This is an optimization exercise on Yosys and OpenROAD, whose aim is a short achievable clock period and few clock cycles, not a production implementation. Where RTL was checked, it was by simulation tests only, not by an equivalence proof against the original. Power is estimated from default activity; no workload was simulated.

12-17:
Design wbt_lz_decoder, start of the top module:
module wbt_lz_decoder (
    input  wire        clk,
    input  wire        rst,
    input  wire        start,
    input  wire        clear,
    /*verilator lint_off UNUSEDSIGNAL*/
    input  wire [3:0]  cfg_format,    
    /*verilator lint_on UNUSEDSIGNAL*/
    input  wire        cfg_image,
    input  wire [15:0] cfg_base_len,
    input  wire [15:0] cfg_stride,
    input  wire [15:0] cfg_in_len,
    input  wire [15:0] cfg_out_len,
    output reg         in_rd_en,
    output reg  [15:0] in_addr,
    input  wire [7:0]  in_rdata,
    output reg         out_we,
    output reg  [15:0] out_waddr,
    output reg  [7:0]  out_wdata,
    output reg         out_rd_en,
    output reg  [15:0] out_raddr,
    input  wire [7:0]  out_rdata,
    output wire [1:0]  state,
    output wire [1:0]  err_kind,
    output wire [3:0]  err_cause,
    output wire [16:0] in_pos,
    output wire [15:0] out_pos,
    output wire [7:0]  bit_buf,
    output wire [3:0]  bit_cnt
);
Settings: LEC_CHECK=0, ABC_CLOCK_PERIOD_IN_PS=2200, CAP_MARGIN=20, CORE_MARGIN=2, CORE_UTILIZATION=55, SETUP_SLACK_MARGIN=3.5, SLEW_MARGIN=20, TNS_END_PERCENT=100; clock period 6.0 ns.
standard.sh (not shown) runs the stock make flow with config.mk's settings and CLKGATE_MAP_FILE= SYNTH_SCRIPT=/design/flow/synth_recipe.tcl, a recipe that flattens the netlist after the stock synthesis.
==> flow/flow/run.sh <==
#!/bin/bash
# The standard layout (standard.sh, unchanged synthesis), with two
# settings changed: port buffers are buf_4 cells instead of the smallest
# buffer, and timing repair may resize cells to any footprint.
export BUFFER_PORTS_ARGS="-buffer_cell sky130_fd_sc_hd__buf_4"
bash standard.sh MATCH_CELL_FOOTPRINT=0 finish > standard_run.log 2>&1
Testbench counts of 12-17, summed over its fixed seeds: cycles 117,520.
### 12-17 -> 02-06
--- a/flow/design.v
+++ b/flow/design.v
@@ -427,21 +427,22 @@
         end
         if (err || fin) ps_n = (1 << I_END);
     end
     wire pop1 = (take_bit && bz) ^ (take_raw | take_hi);
     wire pop2 = take_bit && bz && take_raw;
     wire [15:0]   src_c = pcur - offset[15:0];
     wire [QW-1:0] cmd_lit = {1'b1, 1'b1, ps[I_PRE] ? hb : rb, 16'd0, 16'd1, 2'b00};
     assign cand = ps[I_CHK] ? cmd_cpy : cmd_lit;
     wire [QW-1:0] cmd_cpy = {len == 17'd1, 1'b0, 8'd0, src_r, len[15:0],
                              fwd1_r, fwd2_r};
-    reg  [15:0]   padd_r;
+    wire [15:0]   pcur_lit = pcur + 16'd1;
+    wire [15:0]   pcur_cpy = pcur + len[15:0];
     wire [15:0]   rem_lit  = rem - 16'd1;
     wire [15:0]   rem_cpy  = rem - len[15:0];
     reg [16:0] len_g;
     always @(*) begin
         case (base)
             2'd1:    len_g = {gval, bitv};
             2'd2:    len_g = bitv ? {gp1, 1'b0} : {gval, 1'b1};
             default: len_g = {gp1, bitv};
         endcase
     end
@@ -485,21 +486,20 @@
             r1        <= (cfg_out_len == 16'd1);
             bz        <= 1'b1;
             bc1       <= 1'b0;
             bit_avail <= 1'b0;
             rb_avail  <= 1'b0;
             hb_avail  <= 1'b0;
             fv        <= 4'd0;
             rp        <= 4'b0001;
             wp        <= 2'd0;
             pop_r     <= 2'd0;
-            padd_r    <= 16'd0;
             align_r   <= 1'b0;
             rd_pend   <= 1'b0;
             sg_valid  <= 1'b0;
             qcnt      <= 4'd0;
             qwp       <= 3'd0;
             qrp       <= 3'd0;
             e_valid   <= 1'b0;
             s1_valid  <= 1'b0;
             s2_valid  <= 1'b0;
             e_dst     <= 16'd0;
@@ -552,23 +552,22 @@
                 bbuf <= nbuf;
                 bcnt <= ncnt;
                 bz   <= !bz && bc1;
                 bc1  <= bz ? 1'b0 : (bcnt == 4'd2);
             end
             pop_r   <= {pop2, pop1};
             align_r <= do_align;
             if (align_r)       ip <= alignp;
             else if (pop_r[1]) ip <= ip_p2;
             else if (pop_r[0]) ip <= ip_p1;
-            padd_r <= !push ? 16'd0 : ps[I_CHK] ? len[15:0] : 16'd1;
-            pcur   <= pcur + padd_r;
             if (push) begin
+                pcur <= ps[I_CHK] ? pcur_cpy : pcur_lit;
                 rem  <= ps[I_CHK] ? rem_cpy : rem_lit;
                 rz   <= ps[I_CHK] ? (len[15:0] == rem) : r1;
                 r1   <= ps[I_CHK] ? (len[15:0] + 16'd1 == rem) : (rem == 16'd2);
             end
             if (ps[I_PRE] && take_hi) begin
                 pre_rem <= pre_rem - 16'd1;
                 pz      <= p1;
                 p1      <= (pre_rem == 16'd2);
             end
             if (fin) pdone <= 1'b1;
Results
Post-route non-filler standard cell count grows slightly when moving from 12-17 to 02-06.
The run showing the smaller slack of the worst reg-to-reg path is 02-06.
Re part of the power in registers: 12-17 and 02-06 aren't equal, and the lower value belongs to 02-06.
Relative to 12-17, the number of gates given a new drive strength after cts measured on 02-06 has increased by more than a quarter.
Of the two values seen for highest routed metal layer, met5 was produced by 02-06 and met4 by 12-17.
Between 12-17 and 02-06, wire length on met2 is lower for 12-17, 02-06 comes in above that.
There was hardly any difference in post-synthesis net count between 02-06 and 12-17.
In 02-06 the first-iteration DRC count turned out 281 higher than in 12-17.
The final reports for 02-06 and 12-17 show global-route usage higher in the former.
From 12-17 to 02-06 the numbers moved as follows: number of synthesized flops with an enable pin shows no meaningful change; number of cells traversed by the worst register-to-register path shows an increase of 2.
Function not checked in 02-06: the RTL went through the layout flow alone.


Another version of the RTL of wbt_lz_decoder (not shown whole).
Size in the first run: ~5200 cells after synthesis, roughly 200 I/O pins, ~60000 sq um of cells after synthesis.
==> flow/design.v (excerpt) <==
module wbt_lz_decoder (
    input  wire        clk,
    input  wire        rst,
    input  wire        start,
    input  wire        clear,
    /*verilator lint_off UNUSEDSIGNAL*/
    input  wire [3:0]  cfg_format,    
    /*verilator lint_on UNUSEDSIGNAL*/
    input  wire        cfg_image,
    input  wire [15:0] cfg_base_len,
    input  wire [15:0] cfg_stride,
    input  wire [15:0] cfg_in_len,
    input  wire [15:0] cfg_out_len,
    output reg         in_rd_en,
    output reg  [15:0] in_addr,
    input  wire [7:0]  in_rdata,
    output reg         out_we,
    output reg  [15:0] out_waddr,
    output reg  [7:0]  out_wdata,
    output reg         out_rd_en,
    output reg  [15:0] out_raddr,
    input  wire [7:0]  out_rdata,
    output wire [1:0]  state,
    output wire [1:0]  err_kind,
    output wire [3:0]  err_cause,
    output wire [16:0] in_pos,
    output wire [15:0] out_pos,
    output wire [7:0]  bit_buf,
    output wire [3:0]  bit_cnt
);
==> flow/config.mk <==
export PLATFORM = sky130hd
export DESIGN_NAME = wbt_lz_decoder
export DESIGN_NICKNAME = wbt_lz_decoder
export VERILOG_FILES = /design/flow/design.v
export SDC_FILE = /design/flow/constraint.sdc
export NUM_CORES = 4
export LEC_CHECK = 0
export ABC_CLOCK_PERIOD_IN_PS = 2200
export CAP_MARGIN = 20
export CORE_MARGIN = 2
export CORE_UTILIZATION = 55
export SETUP_SLACK_MARGIN = 3.5
export SLEW_MARGIN = 20
export TNS_END_PERCENT = 100
==> flow/constraint.sdc <==
create_clock -name core_clock -period 6.0 [get_ports {clk}]
set_input_delay 1.2000 -clock core_clock [delete_from_list [all_inputs] [get_ports {clk}]]
set_output_delay 1.2000 -clock core_clock [all_outputs]
set_load 0.01 [all_outputs]
Scripts as last shown in full above: flow/flow/run.sh
Testbench counts at the start, summed over its fixed seeds: cycles 117,520.
Rerun with:
--- a/flow/design.v
+++ b/flow/design.v
@@ -202,17 +202,17 @@
     wire [VW-1:0] v_r = bz ? view(2'd2, 1'b0, f0_sh, e0, e1, e2, e3, eav, etg)
                            : view(2'd1, bc1, bb_sh, e0, e1, e2, e3, eav, etg);
     wire [VW-1:0] v_h = view(2'd1, bz, bbuf, e0, e1, e2, e3, eav, etg);
     localparam QW = 44;         
     reg          sg_valid;
     reg [QW-1:0] sg;
-    reg [QW-1:0] qm [0:7];
-    reg [2:0]    qwp, qrp;
-    reg [3:0]    qcnt;
-    wire         q_empty = (qcnt == 4'd0);
-    wire         q_full  = qcnt[3];
+    reg [QW-1:0] qm [0:15];
+    reg [3:0]    qwp, qrp;
+    reg [4:0]    qcnt;
+    wire         q_empty = (qcnt == 5'd0);
+    wire         q_full  = qcnt[4];
     reg        e_valid, e_lit, e_fwd1, e_fwd2, e_last;
     reg [7:0]  e_byte;
     reg [15:0] e_src, e_len, e_dst;
     reg        s1_valid, s1_lit, s1_fwd1, s1_fwd2;
     reg [7:0]  s1_byte;
     reg [15:0] s1_dst;
@@ -432,13 +432,13 @@
     wire pop1 = (take_bit && bz) ^ (take_raw | take_hi);
     wire pop2 = take_bit && bz && take_raw;
     wire [15:0]   src_c = pcur - offset[15:0];
     wire [QW-1:0] cmd_lit = {1'b1, 1'b1, ps[I_PRE] ? hb : rb, 16'd0, 16'd1, 2'b00};
     assign cand = ps[I_CHK] ? cmd_cpy : cmd_lit;
     wire       sg_valid_n = sg_free ? (push && !e_byp) : 1'b1;
-    wire [3:0] qcnt_n     = qcnt + {3'd0, sg_to_q} - {3'd0, q_pop};
+    wire [4:0] qcnt_n     = qcnt + {4'd0, sg_to_q} - {4'd0, q_pop};
     wire [QW-1:0] cmd_cpy = {len == 17'd1, 1'b0, 8'd0, src_r, len[15:0],
                              fwd1_r, fwd2_r};
     reg  [15:0]   padd_r;
     wire          r1_lit   = (rem == padd_r + 16'd2);
     reg [16:0] len_g;
     always @(*) begin
@@ -497,15 +497,15 @@
             pop_r     <= 2'd0;
             padd_r    <= 16'd0;
             align_r   <= 1'b0;
             rd_pend   <= 1'b0;
             sg_valid  <= 1'b0;
             sg_free_r <= 1'b1;
-            qcnt      <= 4'd0;
-            qwp       <= 3'd0;
-            qrp       <= 3'd0;
+            qcnt      <= 5'd0;
+            qwp       <= 4'd0;
+            qrp       <= 4'd0;
             e_valid   <= 1'b0;
             s1_valid  <= 1'b0;
             s2_valid  <= 1'b0;
             e_dst     <= 16'd0;
             pdone     <= 1'b0;
             err_pend  <= 1'b0;
@@ -638,18 +638,18 @@
                 offset <= {11'd0, rb};
                 lo     <= rb;
                 base   <= (ps[I_F] && !bitv) ? 2'd3 : 2'd2;
             end
             if (ps[I_HI]) offset <= {3'd0, hb, lo};
             sg_valid  <= sg_valid_n;
-            sg_free_r <= !(sg_valid_n && qcnt_n[3]);
+            sg_free_r <= !(sg_valid_n && qcnt_n[4]);
             if (sg_free) begin
                 sg       <= cand;
             end
-            if (sg_to_q) qwp <= qwp + 3'd1;
-            if (q_pop) qrp <= qrp + 3'd1;
+            if (sg_to_q) qwp <= qwp + 4'd1;
+            if (q_pop) qrp <= qrp + 4'd1;
             qcnt <= qcnt_n;
             s2_valid  <= s1_valid;
             s1_valid  <= e_valid;
             out_rd_en <= e_valid && !e_lit;
             if (e_valid) e_dst <= e_dst + 16'd1;
             if (e_load) e_valid <= !q_empty || sg_valid || push;
After rerunning: Die area increases by about 22%. Sequential power increases by 25%. Count of clock-buffer cells in the layout increases by 55. Wire length increases by about 25%. Final area increases by 24%. Final cell count increases by about 15%. First-iteration DRC count increases by about 24%. Synthesized cell count increases by about 10%. Combinational power increases by about 35%. Sequential cell count increases by 355. Global-route usage increases by 0.92 points. Core utilization increases by 0.73 points.
Testbench counts after the change, summed over its fixed seeds: cycles 116,596.

==> port drivers added, routing unchanged <==
How much do the figures lean on ideal ports? The routed layouts below were timed once more, with nothing changed but the port constraints. Step 1 assumes that a clkbuf_16 drives the clock port and a buf_2 every other input. Step 2, shift: input delay + t, output delay - t, t = (earliest + latest rising clock arrival at the registers) / 2. This alone moves slack from input paths to output paths. Three values: no drivers, after step 1, after step 2; two values: the first two.
run | t, ns | slack for setup (ns) | worst setup path after step 2
12-17 | 0.824 | 3.401 / 3.324 / 2.806 | input to register
02-06 | 0.821 | 3.171 / 3.171 / 2.925 | input to register
the first run of note 2 | 0.810 | 3.315 / 3.315 / 2.788 | input to register
the second run of note 2 | 0.889 | 3.372 / 3.356 / 2.747 | input to register
After both steps setup and hold are still met in every run listed. For the second run of note 2, which loses most, drivers alone change the setup slack by -0.016 ns; drivers and shift together by -0.625 ns.
